Context: an optimization exercise on an open-source flow, tuned for small area. The choices shown serve that exercise and are no tape-out recipe.
Function was checked by simulation only, so behaviour that the tests miss may differ from the original.
Power is estimated from default activity; no workload was simulated.

north:
==> flow/design.v <==
module zz_extract (
    input  wire        clk,
    input  wire        rst,
    input  wire        reg_valid,
    input  wire        reg_we,
    input  wire [7:0]  reg_addr,
    input  wire [31:0] reg_wdata,
    output wire [31:0] reg_rdata,
    output wire        coef_req,
    output wire [15:0] coef_row,
    output wire [15:0] coef_col,
    input  wire [15:0] coef_rdata,
    output wire        pay_we,
    output wire [31:0] pay_addr,
    output reg  [7:0]  pay_wdata
);
    reg [1:0]  ph;
    wire busy = ph[0];
    wire scan = ph == 2'b01;
    wire done = ph == 2'b10;
    reg [15:0] grid_h, grid_w;
    reg [12:0] by, bx;           
    reg [2:0]  r, c;             
    reg        vq;               
    reg        hok;              
    reg        drain;            
    reg [28:0] cb;
    reg [2:0]  j;
    reg [31:0] len;
    reg [7:1]  acc;              
    reg [5:0]  sel;              
    wire eqy      = (by == grid_h[15:3]);
    wire eqx      = (bx == grid_w[15:3]);
    wire rowok    = !eqy || (r < grid_h[2:0]);
    wire colok    = !eqx || (c < grid_w[2:0]);
    wire rowempty = eqy && (grid_h[2:0] == 3'd0);
    wire colempty = eqx && (grid_w[2:0] == 3'd0);
    wire blk_end  = (r == 3'd7 && c == 3'd7) || rowempty || colempty;
    wire finish   = rowempty ||
                    (blk_end && eqx && (eqy || (colempty && bx == 13'd0)));
    assign coef_req = scan && rowok && colok;
    assign coef_row = {by, r};
    assign coef_col = {bx, c};
    reg [2:0] r_n, c_n;
    always @(*) begin
        r_n = r;
        c_n = c;
        if (!(r[0] ^ c[0])) begin
            if (c == 3'd7)      r_n = r + 3'd1;
            else if (r == 3'd0) c_n = c + 3'd1;
            else begin          r_n = r - 3'd1; c_n = c + 3'd1; end
        end else begin
            if (r == 3'd7)      c_n = c + 3'd1;
            else if (c == 3'd0) r_n = r + 3'd1;
            else begin          r_n = r + 3'd1; c_n = c - 3'd1; end
        end
    end
    wire [12:0] bxi, byi;
    wire [13:0] bxc, byc;
    assign bxc[0] = 1'b1;
    assign byc[0] = 1'b1;
    genvar g;
    generate
        for (g = 0; g < 13; g = g + 1) begin : g_binc
            assign bxi[g]   = bx[g] ^ bxc[g];
            assign bxc[g+1] = bx[g] & bxc[g];
            assign byi[g]   = by[g] ^ byc[g];
            assign byc[g+1] = by[g] & byc[g];
        end
    endgenerate
    wire usable = !((coef_rdata[15:1] == 15'd0) || (&coef_rdata));
    wire bitv   = coef_rdata[0];
    wire take   = vq && usable;
    wire eqlen  = ({3'd0, cb} == len);
    wire full   = drain || eqlen;           
    wire a0 = busy || (sel[4] && j != 3'd0);
    wire a2 = !busy && sel[5] && hok;
    wire [28:0] sum;
    wire [3:0]  cy;
    assign sum[0] = cb[0] ^ a0;
    assign cy[1]  = cb[0] & a0;
    assign sum[1] = cb[1] ^ cy[1];
    assign cy[2]  = cb[1] & cy[1];
    assign sum[2] = cb[2] ^ cy[2] ^ a2;
    assign cy[3]  = (cb[2] & cy[2]) | (cb[2] & a2) | (cy[2] & a2);
    wire [29:3] cr;
    assign cr[3] = cy[3];
    generate
        for (g = 3; g < 29; g = g + 1) begin : g_sum
            assign sum[g] = cb[g] ^ cr[g];
            if (g == 15) begin : g_skip
                assign cr[16] = cy[3] & (&cb[15:3]);
            end else begin : g_rip
                assign cr[g+1] = cb[g] & cr[g];
            end
        end
    endgenerate
    assign pay_we   = take && hok && !full;
    assign pay_addr = {3'd0, cb};
    integer i;
    always @(*) begin
        pay_wdata[0] = 1'b0;
        for (i = 1; i < 8; i = i + 1)
            pay_wdata[i] = acc[i];
        for (i = 0; i < 8; i = i + 1)
            if (j == 3'd7 - i) pay_wdata[i] = bitv;
    end
    wire host_wr   = reg_valid && reg_we && !busy;
    wire wr_ctrl   = host_wr && reg_addr == 8'h00;
    wire cmd_start = wr_ctrl && reg_wdata[0];
    wire op_init   = wr_ctrl && (reg_wdata[0] || reg_wdata[1]);
    wire a_ok   = reg_addr[7:5] == 3'd0 && reg_addr[1:0] == 2'd0;
    wire a_olen = a_ok && reg_addr[4:2] == 3'd5;
    wire under  = hok && !full;
    wire [8:0] status = {done && !hok, 3'd0, hok, !busy && under,
                         done && !hok, done, busy};
    assign reg_rdata = ({32{sel[0]}} & {23'd0, status})
                     | ({32{sel[1]}} & {16'd0, grid_h})
                     | ({32{sel[2]}} & {16'd0, grid_w})
                     | ({32{sel[3]}} & len)
                     | ({32{sel[4]}} & {3'd0, sum})
                     | ({32{sel[5]}} & {sum, j});
    always @(posedge clk) begin
        sel[0] <= a_ok && reg_addr[4:2] == 3'd1;
        sel[1] <= a_ok && reg_addr[4:2] == 3'd2;
        sel[2] <= a_ok && reg_addr[4:2] == 3'd3;
        sel[3] <= a_ok && reg_addr[4:2] == 3'd4 || a_olen && hok && full;
        sel[4] <= a_olen && under;
        sel[5] <= a_ok && reg_addr[4:2] == 3'd6;
        if (take && (j == 3'd7 || !hok))
            acc <= 7'd0;
        else
            acc[7 - j] <= bitv;
        vq <= coef_req && !rst;
        if (rst) begin
            ph     <= 2'b00;
            grid_h <= 16'd0;
            grid_w <= 16'd0;
        end else begin
            if (host_wr && reg_addr == 8'h08) grid_h <= reg_wdata[15:0];
            if (host_wr && reg_addr == 8'h0C) grid_w <= reg_wdata[15:0];
            if (op_init)
                ph <= cmd_start ? 2'b01 : 2'b00;
            else if (ph == 2'b11)
                ph <= 2'b10;
            else if (scan && finish)
                ph <= 2'b11;
        end
        if (!scan || blk_end) begin
            r <= 3'd0;
            c <= 3'd1;
        end else begin
            r <= r_n;
            c <= c_n;
        end
        if (!scan) begin
            by <= 13'd0;
            bx <= 13'd0;
        end else if (blk_end) begin
            if (eqx) begin
                bx <= 13'd0;
                by <= byi;
            end else begin
                bx <= bxi;
            end
        end
        if (rst || op_init) begin
            hok   <= 1'b0;
            drain <= 1'b0;
            cb    <= 29'd0;
            j     <= 3'd0;
            len   <= 32'd0;
        end else begin
            if (hok && eqlen) drain <= 1'b1;
            if (take) begin
                if (!hok) len <= {len[30:0], bitv};
                if (!hok && cb[1:0] == 2'b11 && j == 3'd7) begin
                    hok <= 1'b1;
                    cb  <= 29'd0;
                    j   <= 3'd0;
                end else begin
                    j <= j + 3'd1;
                    if (j == 3'd7) cb <= sum;
                end
            end
        end
    end
endmodule
export LEC_CHECK = 0
export CAP_MARGIN = 20
export CORE_MARGIN = 2
export CORE_UTILIZATION = 40
export CTS_BUF_LIST = sky130_fd_sc_hd__clkbuf_4
export SLEW_MARGIN = 20
create_clock -name core_clock -period 8.5 [get_ports {clk}]
standard.sh (not shown) runs the stock make flow with config.mk's settings and CLKGATE_MAP_FILE= SYNTH_SCRIPT=/design/flow/synth_recipe.tcl, a recipe that flattens the netlist after the stock synthesis.
==> flow/flow/run.sh <==
#!/bin/bash
# Layout flow: the standard ORFS flow (standard synthesis unchanged),
# with two placement/CTS choices made through ORFS's own variables:
#  - port buffers use the smallest buffer cell (buf_1) instead of the
#    default clkdlybuf4s50_1; every input and output port is still buffered;
#  - clock tree built from clkbuf_4 cells, without dummy load cells.
# The full output of the flow goes to flow_standard.log in the work folder;
# ORFS keeps per-step logs under orfs/logs.
set -euo pipefail
export BUFFER_PORTS_ARGS="-buffer_cell sky130_fd_sc_hd__buf_1"
export CTS_ARGS="-sink_clustering_enable -repair_clock_nets -buf_list sky130_fd_sc_hd__clkbuf_4 -sink_buffer_max_cap_derate 0.6 -root_buf sky130_fd_sc_hd__clkbuf_8 -dont_use_dummy_load"
bash standard.sh > flow_standard.log 2>&1
The final layout from north, which completed every stage, passed the timing, design-rule and antenna checks at the end of the flow.
What south does differently from north at the input level:
--- a/flow/flow/run.sh
+++ b/flow/flow/run.sh
@@ -10,3 +10,3 @@
 export BUFFER_PORTS_ARGS="-buffer_cell sky130_fd_sc_hd__buf_1"
-export CTS_ARGS="-sink_clustering_enable -repair_clock_nets -buf_list sky130_fd_sc_hd__clkbuf_4 -sink_buffer_max_cap_derate 0.6 -root_buf sky130_fd_sc_hd__clkbuf_8 -dont_use_dummy_load"
+export CTS_ARGS="-sink_clustering_enable -repair_clock_nets -buf_list {sky130_fd_sc_hd__clkbuf_4 sky130_fd_sc_hd__clkbuf_8} -sink_buffer_max_cap_derate 0.6 -dont_use_dummy_load"
 bash standard.sh > flow_standard.log 2>&1
==> comparison <==
- In south, portion of total power attributed to sequential cells is lower than in north.
- Compared with north, south shows sum of met3 wire segment lengths after detailed routing higher by 7.5%.
- From north to south the numbers moved as follows: worst setup slack now smaller; overall routed net length did not really move; total power now sits higher.
- Between north and south, the proportion of power drawn by the clock network is higher for south.
- Taking north as the reference point, the post-synthesis to final-layout area growth of south rises by 1.2 points.
- Delta (south minus north): fraction of area in registers lost 0.35 points; count of non-filler cells in the finished layout level.
- The switching part of the total in south sits 0.83 points below the value recorded for north.
- Tightest slew margin relative to the limit in south is 0.29 points below north.
What east does differently from south at the input level:
--- a/flow/flow/run.sh
+++ b/flow/flow/run.sh
@@ -10,3 +10,3 @@
 export BUFFER_PORTS_ARGS="-buffer_cell sky130_fd_sc_hd__buf_1"
-export CTS_ARGS="-sink_clustering_enable -repair_clock_nets -buf_list {sky130_fd_sc_hd__clkbuf_4 sky130_fd_sc_hd__clkbuf_8} -sink_buffer_max_cap_derate 0.6 -dont_use_dummy_load"
+export CTS_ARGS="-sink_clustering_enable -repair_clock_nets -buf_list sky130_fd_sc_hd__clkbuf_4 -sink_buffer_max_cap_derate 0.4 -dont_use_dummy_load"
 bash standard.sh > flow_standard.log 2>&1
### Flow results
Compared with south, east shows number of vias per cell after detailed routing lower by about 0.8%. Die area: east vs south identical. Of south and east, south shows the lower share of total power consumed by net switching, with east above it. On worst-margin pin slew, the higher figure sits with south, not east. east reports a lower arrival time reported for the critical path endpoint than south does. | worst setup slack | higher: east |. Comparing east with south, the peak per-stage delay on the critical path came out essentially unchanged. In the tables for south and east, layout overhead on the synthesized area reads higher with south. Sequential share of layout area, south and east: smaller value in south. east and south ended up with roughly the same post-detailed-routing wire length. Of south and east, east shows the higher number of filler instances in the final layout, with south below it.
Modified inputs, west compared to east
--- a/flow/flow/run.sh
+++ b/flow/flow/run.sh
@@ -10,3 +10,3 @@
 export BUFFER_PORTS_ARGS="-buffer_cell sky130_fd_sc_hd__buf_1"
-export CTS_ARGS="-sink_clustering_enable -repair_clock_nets -buf_list sky130_fd_sc_hd__clkbuf_4 -sink_buffer_max_cap_derate 0.4 -dont_use_dummy_load"
+export CTS_ARGS="-sink_clustering_enable -repair_clock_nets -buf_list sky130_fd_sc_hd__clkbuf_4 -sink_buffer_max_cap_derate 0.6 -dont_use_dummy_load"
 bash standard.sh > flow_standard.log 2>&1
--- a/flow/config.mk
+++ b/flow/config.mk
@@ -11,2 +11,3 @@
 export CTS_BUF_LIST = sky130_fd_sc_hd__clkbuf_4
+export PLACE_DENSITY = 0.85
 export SLEW_MARGIN = 20
### Flow results
Compared east against west; part of the total power dissipated in the clock network within noise.
Against east, west comes in 2 higher on number of detailed-route iterations in the first pass.
west does better than east on worst hold slack after final layout.
Row final wirelength: west lower / east higher
Comparing east with west, the adder and majority cell fraction of the synthesized area came out essentially unchanged.
On power, west and east are neck and neck.

[port drivers added, routing unchanged]
Ports are ideal in the flow. The routed layouts listed here were re-timed in OpenROAD. Step 1 assumes that a clkbuf_16 drives the clock port and a buf_2 every other input. Step 2 moves the port delays by t, midway between the first and last clock arrival at a register: inputs arrive t later, outputs are due t later. That takes back most of the time a late clock gives input paths. Three values: ideal, step 1, step 2; two values: the first two.
run	shift t [ns]	slack for setup (ns)	clock arrival spread, ns	slew at the worst register clock pin (ns)	worst slew at a driven data input, ns
north	0.464	1.341 / 1.300 / 1.764	0.035 / 0.035	0.12 / 0.12	0.06
south	0.613	1.188 / 1.150 / 1.763	0.020 / 0.020	0.08 / 0.08	0.06
east	0.577	1.227 / 1.190 / 1.766	0.033 / 0.033	0.12 / 0.12	0.06
west	0.573	1.339 / 1.304 / 1.877	0.034 / 0.034	0.12 / 0.12	0.05
After both steps setup and hold are still met in every run listed.
